Background: an optimization exercise with open tools, aiming at small area. Do not read the settings as production practice. Power and IR drop assume default switching activity.

==> flow/design.v (excerpt) <==
module osc4_audio (
    input  wire        clk,
    input  wire        rst,
    input  wire        cmd_valid,
    output wire        cmd_ready,
    input  wire [31:0] cmd_word,
    output wire [15:0] level_a,
    output wire [15:0] level_b,
    output wire        fault,
    output wire [1:0]  cause,
    output wire [31:0] fault_op
);
    localparam [23:0] KSL    = {6'd11, 6'd11, 6'd52, 6'd63};
    localparam [15:0] DEC_M  = 16'd871;     
    reg [5:0] cnt;
    reg       clr;         
    reg       tick_r;      
    reg       setf_r;      
    reg       decay_r;     
    reg [1:0] v_r;         
    assign cmd_ready = (cnt == 6'd0);
    wire c0  = (cnt == 6'd0);
    wire c1  = (cnt == 6'd1);
    wire c41 = (cnt == 6'd41);
    wire c11 = (cnt == 6'd11);
    wire c24 = (cnt == 6'd24);
    wire c25 = (cnt == 6'd25);
    wire c31 = (cnt == 6'd31);
    wire c63 = (cnt == 6'd63);
    wire short_f   = !tick_r && !setf_r && !clr;
    wire frame_end = c63 || (c31 && short_f);
    wire [3:0]  op  = cmd_word[31:28];
    wire [3:0]  sel = cmd_word[27:24];
    wire [23:0] imm = cmd_word[23:0];
    reg reserved;
    always @(*) begin
        case (op)
            4'h1, 4'h2: reserved = 1'b0;
            4'h3:       reserved = (imm[23:2] != 22'd0);
            4'h4, 4'h7: reserved = (cmd_word[27:0] != 28'd0);
            4'h5:       reserved = (sel > 4'd2);
            4'h6:       reserved = (sel != 4'd0);
            4'h8:       reserved = (sel != 4'd0) || (imm[23:4] != 20'd0);
            4'h9:       reserved = (sel != 4'd0) || (imm[23:3] != 21'd0);
            default:    reserved = 1'b1;
        endcase
    end
    wire is_voice_op = (op == 4'h1) || (op == 4'h2) || (op == 4'h3);
    wire bad_voice   = is_voice_op && (sel >= 4'd4);
    wire [11:0] cap  = imm[23:12];
    wire cap_hi0 = (cap[11:6] == 6'd0);
    wire lt54    = cap_hi0 && !(cap[5] && cap[4] && (cap[3] || (cap[2] && cap[1])));
    wire lt9     = cap_hi0 && !cap[5] && !cap[4] && !(cap[3] && (cap[2] || cap[1] || cap[0]));
  ...
==> flow/config.mk <==
export PLATFORM = sky130hd
export DESIGN_NAME = osc4_audio
export DESIGN_NICKNAME = osc4_audio
export VERILOG_FILES = /design/flow/design.v
export SDC_FILE = /design/flow/constraint.sdc
export NUM_CORES = 4
export LEC_CHECK = 0
export CAP_MARGIN = 20
export CORE_MARGIN = 2
export CORE_UTILIZATION = 40
export CTS_BUF_LIST = sky130_fd_sc_hd__clkbuf_16
export CTS_CLUSTER_DIAMETER = 80
export CTS_CLUSTER_SIZE = 30
export SLEW_MARGIN = 20
==> flow/constraint.sdc <==
create_clock -name core_clock -period 15.0 [get_ports {clk}]
set_input_delay 3.0000 -clock core_clock [delete_from_list [all_inputs] [get_ports {clk}]]
set_output_delay 3.0000 -clock core_clock [all_outputs]
set_load 0.01 [all_outputs]
standard.sh (not shown) runs the stock make flow with config.mk's settings and CLKGATE_MAP_FILE= SYNTH_SCRIPT=/design/flow/synth_recipe.tcl, a recipe that flattens the netlist after the stock synthesis.
==> flow/flow/run.sh <==
#!/bin/bash
set -euo pipefail
export BUFFER_PORTS_ARGS="-buffer_cell sky130_fd_sc_hd__buf_1"
export CTS_ARGS="-sink_clustering_enable -repair_clock_nets -dont_use_dummy_load -buf_list sky130_fd_sc_hd__clkbuf_16 -sink_clustering_size 30 -sink_clustering_max_diameter 80"
bash standard.sh finish > standard_flow.log 2>&1
Next try:
==> flow/flow/run.sh (replaced) <==
#!/bin/bash
set -euo pipefail
export BUFFER_PORTS_ARGS="-buffer_cell sky130_fd_sc_hd__buf_1"
export CTS_ARGS="-sink_clustering_enable -repair_clock_nets -dont_use_dummy_load -buf_list sky130_fd_sc_hd__clkbuf_16 -sink_clustering_size 40 -sink_clustering_max_diameter 60"
bash standard.sh finish > standard_flow.log 2>&1
Settings changed: CORE_UTILIZATION 40 to 60, CTS_CLUSTER_DIAMETER 80 to 60, CTS_CLUSTER_SIZE 30 to 40.
What happened: Synthesized area is unchanged. Cell count shrinks by 8.1%. Power grows by 2.3%. Setup slack improved by 47 ps. First-iteration DRC count shrinks by 8.8%.
No functional check of the RTL was part of any run of this note.

==> re-timing with driven ports <==
Ports are ideal in the flow. The routed layouts listed here were re-timed in OpenROAD.
Step 1 sets driving cells, clkbuf_16 on the clock port and buf_2 on the other inputs (assumed; they add their load-dependent delay and slew).
Step 2 also shifts input and output timing later by t, the mid clock arrival at the registers, as if the neighbouring blocks saw the same clock.
Three values: ideal, step 1, step 2; two values: the first two.
run | shift t [ns] | setup WS [ns] | hold slack, ns | worst register clock-pin slew, ns
the first run | 0.537 | 8.909 / 8.909 / 8.909 | 0.297 / 0.297 / 0.297 | 0.11 / 0.11
the second run | 0.550 | 8.955 / 8.955 / 8.955 | 0.265 / 0.265 / 0.265 | 0.12 / 0.12
After both steps setup and hold are still met in every run listed.
